This design comes from an exercise in tuning for small area, a short achievable clock period and few clock cycles on the open sky130 flow, not from production work.
Only simulation tests tie the RTL to the original design; equivalence was not proved.

[flow/run.sh]
#!/bin/bash
# synth_recipe.tcl (not shown) runs the flow's synth.tcl, then flattens the netlist and writes it again
# the make line also repeats each setting of config.mk as NAME=value (left out here)
make -C /OpenROAD-flow-scripts/flow DESIGN_CONFIG=/design/flow/config.mk WORK_HOME=/design/flow/orfs CLKGATE_MAP_FILE= SYNTH_SCRIPT=/design/flow/synth_recipe.tcl finish
[flow/config.mk]
export PLATFORM = sky130hd
export DESIGN_NAME = pzip_decompressor
export DESIGN_NICKNAME = pzip_decompressor
export VERILOG_FILES = /design/flow/design.v
export SDC_FILE = /design/flow/constraint.sdc
export NUM_CORES = 4
export LEC_CHECK = 0
export ABC_AREA = 1
export CAP_MARGIN = 78
export CORE_MARGIN = 2
export CORE_UTILIZATION = 40
export CTS_CLUSTER_DIAMETER = 100
export CTS_CLUSTER_SIZE = 30
export SLEW_MARGIN = 78
[flow/constraint.sdc]
create_clock -name core_clock -period 15.0 [get_ports {clk}]
set_input_delay 3.0000 -clock core_clock [delete_from_list [all_inputs] [get_ports {clk}]]
set_output_delay 3.0000 -clock core_clock [all_outputs]
set_load 0.01 [all_outputs]
[flow/design.v]
module pzip_decompressor (
    input  wire       clk,
    input  wire       rst,
    input  wire       in_valid,
    output wire       in_ready,
    input  wire [7:0] in_data,
    input  wire       in_last,
    output wire       out_valid,
    input  wire       out_ready,
    output wire [7:0] out_data,
    output reg        done,
    output reg        err
);
    localparam HAS   = 0,    
               TBYTE = 1,    
               TAG   = 2,    
               RLE_C = 3,    
               RLE_B = 4,    
               RLE   = 5,    
               RAW   = 6,    
               D_S0  = 7,    
               D_LO  = 8,    
               D_HI  = 9,    
               CODE  = 10,   
               HOLD  = 11,   
               FIN   = 12,   
               ENDW  = 13;   
    reg  [13:0] st;
    reg  [23:0] bbuf;
    reg  [4:0]  bcnt;
    reg         last_seen;         
    reg         last_in;           
    reg  [7:0]  ib;                
    reg         ib_v, ib_last;
    reg  [3:0]  idx;
    reg  [3:0]  tlen;
    reg  [3:0]  nshift;           
    reg  [7:0]  trail [0:14];
    reg  [7:0]  run_cnt;
    reg  [2:0]  dbits;
    reg  [7:0]  s [0:8];           
    reg  [35:0] bcd;               
    reg  [7:0]  sq [0:8];
    reg  [35:0] bcdq;
    reg         q_busy;
    reg  [3:0]  qidx;
    reg  [7:0]  qcnt;              
    reg         qrun;              
    reg         zbad;              
    reg         err_r;
    reg         ovf;               
    reg         room;              
    reg         endc;              
    reg         drn;               
    reg  [7:0]  o0, o1;
    reg  [1:0]  ocnt;
    wire [15:0] win = bbuf[23:8];
    function [3:0] add3;
        input [3:0] d;
        begin
            add3[3] = d[3] | (d[2] & (d[1] | d[0]));
            add3[2] = (d[3] & d[0]) | (d[2] & ~d[1] & ~d[0]);
            add3[1] = (~d[3] & ~d[2] & d[1]) | (d[2] & d[1] & d[0]) | (d[3] & ~d[0]);
            add3[0] = (~d[3] & ~d[2] & d[0]) | (d[2] & d[1] & ~d[0]) | (d[3] & ~d[0]);
        end
    endfunction
    function [35:0] dabble8;
        input [35:0] b;
        input [7:0]  x;
        integer k, j;
        reg [35:0] t;
        begin
            t = b;
            for (k = 7; k >= 0; k = k - 1) begin
                for (j = 0; j < 9; j = j + 1)
                    t[4*j +: 4] = add3(t[4*j +: 4]);
                t = {t[34:0], x[k]};
            end
            dabble8 = t;
        end
    endfunction
    reg any_zero;
    integer z;
    always @(*) begin
        any_zero = 1'b0;
        for (z = 0; z < 9; z = z + 1)
            if (bcdq[4*z +: 4] == 4'd0) any_zero = 1'b1;
    end
    wire [3:0] digit = bcdq[qidx*4 +: 4];
    reg  [7:0] perm_byte;
    always @(*) begin
        case (digit)
            4'd1: perm_byte = sq[0];
            4'd2: perm_byte = sq[1];
            4'd3: perm_byte = sq[2];
            4'd4: perm_byte = sq[3];
            4'd5: perm_byte = sq[4];
            4'd6: perm_byte = sq[5];
            4'd7: perm_byte = sq[6];
            4'd8: perm_byte = sq[7];
            default: perm_byte = sq[8];
        endcase
    end
    reg [3:0] d0, d1, d2, d3;
    always @(*) begin
        case (dbits)
            3'd1: begin d0 = {3'b0, win[15]};    d1 = {3'b0, win[14]};
                        d2 = {3'b0, win[13]};    d3 = {3'b0, win[12]}; end
            3'd2: begin d0 = {2'b0, win[15:14]}; d1 = {2'b0, win[13:12]};
                        d2 = {2'b0, win[11:10]}; d3 = {2'b0, win[9:8]}; end
            3'd3: begin d0 = {1'b0, win[15:13]}; d1 = {1'b0, win[12:10]};
                        d2 = {1'b0, win[9:7]};   d3 = {1'b0, win[6:4]}; end
            3'd4: begin d0 = win[15:12]; d1 = win[11:8];
                        d2 = win[7:4];   d3 = win[3:0]; end
            default: begin d0 = 4'd0; d1 = 4'd0; d2 = 4'd0; d3 = 4'd0; end
        endcase
    end
    wire [7:0] prev = st[D_LO] ? s[0] : s[4];
    wire [4:0] p2   = d0 + d1;
    wire [5:0] p3   = p2 + d2;
    wire [5:0] p4   = p2 + (d2 + d3);
    wire [8:0] sum1 = prev + d0;
    wire [8:0] sum2 = prev + p2;
    wire [8:0] sum3 = prev + p3;
    wire [8:0] sum4 = prev + p4;
    wire ge3  = (bcnt >= 5'd3);
    wire ge4  = (bcnt >= 5'd4);
    wire ge5  = (bcnt >= 5'd5);
    wire ge8  = (bcnt >= 5'd8);
    wire ge11 = (bcnt >= 5'd11);
    wire ge12 = (bcnt >= 5'd12);
    wire ge16 = bcnt[4];
    reg  ged;                      
    always @(*) begin
        case (dbits)
            3'd1:    ged = ge4;
            3'd2:    ged = ge8;
            3'd3:    ged = ge12;
            3'd4:    ged = ge16;
            default: ged = 1'b1;
        endcase
    end
    wire [2:0] tag  = win[15:13];
    wire       ld   = !ocnt[1];    
    reg  q_last;                   
    wire idx8       = (idx == 4'd8);
    wire q_ld    = ld && q_busy;               
    wire q_end   = q_ld && q_last;
    wire q_free  = !q_busy || q_end;
    wire handoff = (st[HOLD] || st[RLE]) && q_free;
    wire pe      = ld && !q_busy;              
    wire fin_ld  = pe && st[FIN] && (nshift == 4'd15);
    wire oload   = q_ld || fin_ld;
    wire rec_end = handoff;
    wire tag_go  = (st[TAG] || rec_end) && ge3;
    wire tag_wide = tag_go && ge11 && (tag != 3'd1) && (tag != 3'd7);
    wire rd8     = (st[TBYTE] || st[RLE_C] || st[RLE_B] || st[D_S0] || st[CODE]) && ge8;
    wire rd_has  = st[HAS] && ge5;
    wire rd_d    = (st[D_LO] || st[D_HI]) && ged;
    wire u1  = rd_has && !win[15];
    wire u3  = tag_go && !tag_wide;
    wire u4  = rd_d && (dbits == 3'd1);
    wire u5  = rd_has && win[15];
    wire u8  = rd8 || (st[RAW] && ge8) || (rd_d && dbits == 3'd2);
    wire u11 = tag_wide;
    wire u12 = rd_d && (dbits == 3'd3);
    wire u16 = rd_d && (dbits == 3'd4);
    wire starved = last_seen &&
        ((st[HAS] && !ge5) || (st[TAG] && !ge3) ||
         ((st[TBYTE] || st[RLE_C] || st[RLE_B] || st[RAW] || st[D_S0] || st[CODE]) && !ge8) ||
         ((st[D_LO] || st[D_HI]) && !ged));
    wire   disc     = endc || drn;
    wire   move     = ib_v && (room || disc);
    assign in_ready = !last_in && (!ib_v || room);
    wire   accept   = in_valid && in_ready;
    wire [4:0] cnt_k = u1 ? bcnt - 5'd1 : u3 ? bcnt - 5'd3 : u4 ? bcnt - 5'd4 :
                       u5 ? bcnt - 5'd5 : u8 ? bcnt - 5'd8 : u11 ? bcnt - 5'd11 :
                       u12 ? bcnt - 5'd12 : u16 ? bcnt - 5'd16 : bcnt;
    wire [4:0] cnt_a = u1 ? bcnt + 5'd7 : u3 ? bcnt + 5'd5 : u4 ? bcnt + 5'd4 :
                       u5 ? bcnt + 5'd3 : u8 ? bcnt : u11 ? bcnt - 5'd3 :
                       u12 ? bcnt - 5'd4 : u16 ? bcnt - 5'd8 : bcnt + 5'd8;
    wire le_k = u1 ? (bcnt <= 5'd17) : u3 ? (bcnt <= 5'd19) : u4 ? (bcnt <= 5'd20) :
                u5 ? (bcnt <= 5'd21) : u8 ? (bcnt <= 5'd24) : (u11 || u12 || u16) ? 1'b1 :
                (bcnt <= 5'd16);
    wire le_a = u1 ? (bcnt <= 5'd9) : u3 ? (bcnt <= 5'd11) : u4 ? (bcnt <= 5'd12) :
                u5 ? (bcnt <= 5'd13) : u8 ? (bcnt <= 5'd16) : u11 ? (bcnt <= 5'd19) :
                u12 ? (bcnt <= 5'd20) : u16 ? 1'b1 : (bcnt <= 5'd8);
    wire [23:0] inserted = bbuf | ({ib, 16'h0000} >> bcnt);
    wire [23:0] pre      = move ? inserted : bbuf;
    wire [23:0] shifted  = u1 ? pre << 1 : u3 ? pre << 3 : u4 ? pre << 4 :
                           u5 ? pre << 5 : u8 ? pre << 8 : u11 ? pre << 11 :
                           u12 ? pre << 12 : u16 ? pre << 16 : pre;
    wire tr_pad   = !st[HAS] && !st[TBYTE] && (nshift != 4'd15);
    wire tr_wr    = st[TBYTE] && ge8;
    wire tr_shift = tr_wr || tr_pad || fin_ld;
    integer i;
    always @(posedge clk) begin
        if (tr_shift) begin
            for (i = 0; i < 14; i = i + 1) trail[i] <= trail[i+1];
            trail[14] <= win[15:8];
        end
    end
    wire [7:0] src_data = !q_busy ? trail[0] : qrun ? sq[0] : perm_byte;
    wire opop = (ocnt != 2'd0) && out_ready;
    assign out_valid = (ocnt != 2'd0);
    assign out_data  = o0;
    always @(posedge clk) begin
        if (oload && (ocnt == 2'd0 || (ocnt == 2'd1 && opop)))
            o0 <= src_data;
        else if (opop)
            o0 <= o1;
        if (oload) o1 <= src_data;
    end
    wire [3:0] qidx_n    = handoff ? 4'd0 : q_ld ? qidx + 4'd1 : qidx;
    wire [7:0] qcnt_n    = handoff ? (st[RLE] ? run_cnt : 8'd9) :
                           q_ld ? qcnt - 8'd1 : qcnt;
    always @(posedge clk) begin
        zbad <= any_zero;
        if (handoff) begin
            sq[0] <= s[0]; sq[1] <= s[1]; sq[2] <= s[2];
            sq[3] <= s[3]; sq[4] <= s[4]; sq[5] <= s[5];
            sq[6] <= s[6]; sq[7] <= s[7]; sq[8] <= s[8];
            bcdq  <= bcd;
        end
        qidx     <= qidx_n;
        qcnt     <= qcnt_n;
        q_last   <= (qcnt_n == 8'd1);
        if (handoff) qrun <= st[RLE];
        if (tag_go && tag == 3'd0) run_cnt <= win[12:5];
        else if (st[RLE_C]) run_cnt <= win[15:8];
        if (tag_go) dbits <= tag - 3'd2;
        if (tag_go) s[0] <= win[12:5];
        else if (st[RLE_B] || st[D_S0] || (st[RAW] && idx == 4'd0)) s[0] <= win[15:8];
        if (st[D_LO]) begin
            s[1] <= sum1[7:0]; s[2] <= sum2[7:0];
            s[3] <= sum3[7:0]; s[4] <= sum4[7:0];
        end
        if (st[D_HI]) begin
            s[5] <= sum1[7:0]; s[6] <= sum2[7:0];
            s[7] <= sum3[7:0]; s[8] <= sum4[7:0];
        end
        if (st[RAW]) begin
            if (idx == 4'd1) s[1] <= win[15:8];
            if (idx == 4'd2) s[2] <= win[15:8];
            if (idx == 4'd3) s[3] <= win[15:8];
            if (idx == 4'd4) s[4] <= win[15:8];
            if (idx == 4'd5) s[5] <= win[15:8];
            if (idx == 4'd6) s[6] <= win[15:8];
            if (idx == 4'd7) s[7] <= win[15:8];
            if (idx == 4'd8) s[8] <= win[15:8];
        end
        if (st[D_HI]) bcd <= 36'd0;
        else if (st[RAW]) bcd <= 36'h987654321;
        else if (st[CODE] && ge8) bcd <= dabble8(bcd, win[15:8]);
    end
    wire out_empty = (ocnt == 2'd0) || (ocnt == 2'd1 && out_ready);
    reg [13:0] nst;
    reg        to_done, to_drain, set_err, rec_over;
    always @(*) begin
        nst      = st;
        to_done  = 1'b0;
        to_drain = 1'b0;
        set_err  = 1'b0;
        rec_over = 1'b0;
        if (tag_go) begin
            nst = 14'd0;
            case (tag)
                3'd7: begin
                    rec_over = 1'b1;
                    if (tlen != 4'd0) nst[FIN] = 1'b1;
                    else to_drain = 1'b1;
                end
                3'd0: nst[ge11 ? RLE_B : RLE_C] = 1'b1;
                3'd1: nst[RAW] = 1'b1;
                default: nst[ge11 ? D_LO : D_S0] = 1'b1;
            endcase
        end else if (starved) begin
            set_err  = 1'b1;
            rec_over = 1'b1;
            to_drain = 1'b1;
        end else begin
            if (st[HAS] && ge5) begin
                nst[HAS] = 1'b0;
                if (win[15] && win[14:11] != 4'd0) nst[TBYTE] = 1'b1;
                else nst[TAG] = 1'b1;
            end
            if (st[TBYTE] && ge8 && (idx + 4'd1 == tlen)) begin
                nst[TBYTE] = 1'b0; nst[TAG] = 1'b1;
            end
            if (st[RLE_C] && ge8) begin
                nst[RLE_C] = 1'b0; nst[RLE_B] = 1'b1;
            end
            if (st[RLE_B] && ge8) begin
                nst[RLE_B] = 1'b0;
                if (run_cnt == 8'd0) nst[TAG] = 1'b1;
                else nst[RLE] = 1'b1;
            end
            if (st[RAW] && ge8 && idx8) begin
                nst[RAW] = 1'b0; nst[HOLD] = 1'b1;
            end
            if (st[D_S0] && ge8) begin
                nst[D_S0] = 1'b0; nst[D_LO] = 1'b1;
            end
            if (st[D_LO] && ged) begin
                nst[D_LO] = 1'b0; nst[D_HI] = 1'b1;
            end
            if (st[D_HI] && ged) begin
                nst[D_HI] = 1'b0; nst[CODE] = 1'b1;
            end
            if (st[CODE] && ge8 && idx[1:0] == 2'd3) begin
                nst[CODE] = 1'b0; nst[HOLD] = 1'b1;
            end
            if (handoff) begin
                nst[HOLD] = 1'b0; nst[RLE] = 1'b0; nst[TAG] = 1'b1;
            end
            if (fin_ld && tlen == 4'd1) to_drain = 1'b1;
            if (st[ENDW] && !disc && out_empty && !q_busy)
                to_done = 1'b1;
        end
        if ((q_end && !qrun && zbad) || ovf) begin
            set_err = 1'b1;
            to_done = 1'b0;
            if (!st[FIN] && !st[ENDW]) begin
                rec_over = 1'b1;
                to_drain = 1'b1;
            end
        end
        if (to_drain) begin nst = 14'd0; nst[ENDW] = 1'b1; end
        if (to_done)  begin nst = 14'd0; nst[HAS]   = 1'b1; end
    end
    always @(posedge clk) begin
        if (rst) begin
            st        <= 14'd1;
            bbuf      <= 24'd0;
            bcnt      <= 5'd0;
            last_seen <= 1'b0;
            last_in   <= 1'b0;
            ib_v      <= 1'b0;
            room      <= 1'b1;
            endc      <= 1'b0;
            drn       <= 1'b0;
            ovf       <= 1'b0;
            idx       <= 4'd0;
            tlen      <= 4'd0;
            nshift    <= 4'd0;
            err_r     <= 1'b0;
            done      <= 1'b0;
            err       <= 1'b0;
            ocnt      <= 2'd0;
            q_busy    <= 1'b0;
        end else begin
            if (handoff) q_busy <= 1'b1;
            else if (q_end) q_busy <= 1'b0;
            st   <= nst;
            done <= to_done;
            ocnt <= ocnt + {1'b0, oload} - {1'b0, opop};
            if (disc) begin
                bbuf <= 24'd0;
                bcnt <= 5'd0;
            end else begin
                bbuf <= shifted;
                bcnt <= move ? cnt_a : cnt_k;
            end
            ovf <= (st[D_LO] || st[D_HI]) && ged && sum4[8] && !ovf;
            room <= disc || (move ? le_a : le_k);
            endc <= rec_over;
            if (disc) drn <= !(last_seen || (move && ib_last));
            if (accept) begin
                ib      <= in_data;
                ib_last <= in_last;
                ib_v    <= 1'b1;
            end else if (move)
                ib_v    <= 1'b0;
            if (disc && (last_seen || (move && ib_last))) begin
                last_seen <= 1'b0;
                last_in   <= 1'b0;
            end else begin
                if (move && ib_last) last_seen <= 1'b1;
                if (accept && in_last) last_in <= 1'b1;
            end
            if (to_done) begin
                err       <= err_r;
                err_r     <= 1'b0;
                nshift    <= 4'd0;
            end else begin
                if (set_err) err_r <= 1'b1;
                if (tr_wr || tr_pad) nshift <= nshift + 4'd1;
            end
            if (tag_go || (st[HAS] && ge5) || (st[D_HI] && ged) ||
                (st[CODE] && ge8 && idx[1:0] == 2'd3))
                idx <= 4'd0;
            else if ((st[TBYTE] && ge8) || (st[RAW] && ge8) ||
                     (st[CODE] && ge8))
                idx <= idx + 4'd1;
            if (st[HAS] && ge5) tlen <= win[15] ? win[14:11] : 4'd0;
            else if (fin_ld) tlen <= tlen - 4'd1;
        end
    end
endmodule
==> impl_metrics.json <==
{
  "final_layout_size_suffix_gt1_frac": 0.1392,
  "synth_top_area_share": 0.2924,
  "crit_type": "flop to output port",
  "synth_fa_ha_area_frac": 0.03463,
  "hpwl_um": 56820,
  "yosysTopAreaCell": "edfxtp_1",
  "ctsHtreeMaxLevel": 1,
  "cts_made_buffers": 22,
  "synth-main-ff-cell": "edfxtp_1",
  "worst_hold_path_type": "flop to flop",
  "cp_top_family": "buffers and inverters",
  "grtUsageMet3": 0.02055,
  "ff_latch_area_sq_mm": 0.01188,
  "drv_cap": 0,
  "antenna_cells_inserted": 0,
  "rows": 97,
  "die_x_um": 268.8,
  "drt-total-wl_um": 75900,
  "hold_buffers": 0,
  "portBuffers": 24,
  "core_area_sq_mm": 0.06966,
  "drc": 0,
  "crit_buf_inv": 1,
  "slew_viol_final": 0,
  "worstMarginPinSlew_ns": 0.3311,
  "clock_path_buffers": 3,
  "setup.worst_path.end_class": "output port",
  "die-area_sq_mm": 0.07223,
  "insertion_delay_ns": 0.59,
  "synth_compound_area_frac": 0.1585,
  "yosysWarningCount": 4,
  "ant_nets": 0,
  "grt_first_pass_wirelength_um": 120400,
  "num-fill-cells": 7004,
  "io_pins": 25,
  "synth_top_family_by_area": "simple AND/OR/NAND/NOR gates",
  "netlist_area_sq_mm": 0.02804,
  "ys_ff_latch": 455,
  "crit_path_max_fanout": 3,
  "synthCells": 3783,
  "busiest_layer": "met2",
  "path_clk_slew_ns": 0.12,
  "dp_slack_ns": 9.756,
  "synthMuxAreaShare": 0.0007140,
  "cp_slowest_cell": "clkdlybuf4s50_1",
  "synth_commonest_cells": "nand2_1 (992), nor2_1 (391), inv_1 (340)",
  "clock_skew_ns": 0.03416,
  "firstDrtPassIters": 6,
  "met2_usage": 0.3346,
  "stdcell_count": 4755,
  "via_count": 25041,
  "synth.most_common_cell": "nand2_1",
  "syn_to_final_growth_pct": 11.66,
  "track_usage": 0.2072,
  "avgRoutedWirePerCell_um": 15.96,
  "synth_fp_nets": 3864,
  "multi_input_area_sq_mm": 0.01479,
  "cts_resized": 0,
  "fin_crit_ns": 4.848,
  "slew_headroom": 0.7793,
  "path_common_cell": "nor2_1",
  "tns_ns": 0,
  "status": "complete, no violations",
  "dp_cells": 4711,
  "grt_pass1_vias": 22624,
  "worstSetupStartpointType": "flop",
  "nNetsFinal": 3881,
  "synth-edff-count": 273,
  "place_congestion": 0.9651,
  "antenna_found_initial": 1,
  "grt_max_degree": 49,
  "rsz0062_at_grt": "no",
  "drt_iter0_markers": 2164,
  "use_met1": 0.2981,
  "fmax_mhz": 206.3,
  "clock-root-buffer": "clkbuf_16",
  "cts_sinks": 455,
  "slowest_delay_ns": 0.59,
  "synthXorXnorAreaFrac": 0.01406,
  "synth.top_cells.by_area": "edfxtp_1 (29%), nand2_1 (13%), dfxtp_1 (13%)",
  "path_cells": "nor2_1 -> nor2_1 -> clkdlybuf4s50_1",
  "synthArstFlopShare": 0,
  "post_cts_buffers": 0,
  "setup_viol": 0,
  "via_per_inst": 5.266,
  "required_ns": 12.00,
  "die_y_um": 268.8,
  "crit_arrival_ns": 1.85,
  "hold_viol": 0,
  "fin_ws_ns": 10.15,
  "overflow": 0,
  "ys_types": 67,
  "cts_tree": "built",
  "initial_core_util": 0.4025,
  "avgSynthCellArea_sq_um": 7.412,
  "yosysSeqAreaShare": 0.4223,
  "finalCritPeriodShare": 0.3232,
  "yosys.area_share.simple": 0.2935
}
layout make-up:
class,instances,area share
Multi-Input combinational cell,2761,0.4723
Sequential cell,455,0.3795
Inverter,461,0.05715
Tap cell,940,0.03756
Timing Repair Buffer,99,0.02973
Clock buffer,30,0.01854
Clock inverter,9,0.005195
worst paths after layout:
path	slack [ns]	start	cells past startpoint	endpoint
max	10.15	room	3	in_ready
min	0.42	trail[14][3]	0	trail[13][3]
min reg2reg	0.42	trail[14][3]	0	trail[13][3]
max reg2reg	10.55	dbits[2]	20	s[8][7]
stage by stage:
stage | area (sq um) | utilization | hold WS, ns
6_report | 31310 | 0.4494 | 0.4156
3_3_place_gp | 29310 | 0.4208 | 0.4004
2_1_floorplan | 28040 | - | 0.3981
3_5_place_dp | 30360 | 0.4358 | 0.4045
5_1_grt | 31310 | 0.4494 | 0.4324
4_1_cts | 31100 | 0.4464 | 0.4235
placed cells by master (no fill, tap or decap), drive strengths merged, types with 5 or more instances in the layout:
master and count:
xnor2 8, inv 448, o21bai 12, nand2 1055
clkinv 22, nor4 10, nor3 27, clkbuf 32
o21ai 278, nor2 440, ha 52, buf 71
a31oi 54, a41oi 5, a22o 6, clkdlybuf4s50 24
o2111ai 10, nand4 49, nand3 322, a21oi 214
a211oi 9, a221oi 21, o221ai 7, a22oi 25
xor2 37, dfxtp 182, o211ai 27, o22ai 44
edfxtp 273, fa 16
kinds of logic after synthesis:
logic type	count (synthesis)
AND/OR/NAND/NOR	1911
AO/OA/AOI/OAI	735
buffers and inverters	567
flip-flops	455
adder cells (fa/ha/maj)	68
XOR/XNOR	45
multiplexers	2
registers in the layout, indices dropped and copies added, names as in the netlist, 5 cells and up:
name     count
bcnt         5
ib           8
sq          72
st          14
trail      120
bcdq        36
o0           8
bbuf        24
bcd         36
run_cnt      8
o1           8
s           72
qcnt         8
layer usage:
metal	up-vias	wire length, um
met5	-	9
met4	2	2043
met3	106	4280
met2	691	33720
met1	11454	35840
li1	12788	-
Testbench counts, summed over its fixed seeds: cycles 43,357.

## afterwards: timing with drivers on the ports
No port has a modelled driver above. Below, the same layout with a new extraction and two added sets of constraints.
Step 1 sets driving cells, clkbuf_16 on the clock port and buf_2 on the other inputs (assumed; they add their load-dependent delay and slew).
Step 2 times the ports against the registers' clock, not the clock port: input delays grow and output delays shrink by t, the midpoint of the rising clock arrivals with the driver on.
Slacks: ideal ports / drivers / drivers and shift; pairs: ideal ports / drivers.
shift t [ns]: 0.639
setup slack, ns: 10.152 / 10.089 / 9.755
latest minus earliest clock arrival (ns): 0.035 / 0.035
slew at the worst register clock pin (ns): 0.12 / 0.12
After both steps this run still meets setup and hold. For this run, drivers alone change the setup slack by -0.063 ns; drivers and shift together by -0.397 ns.
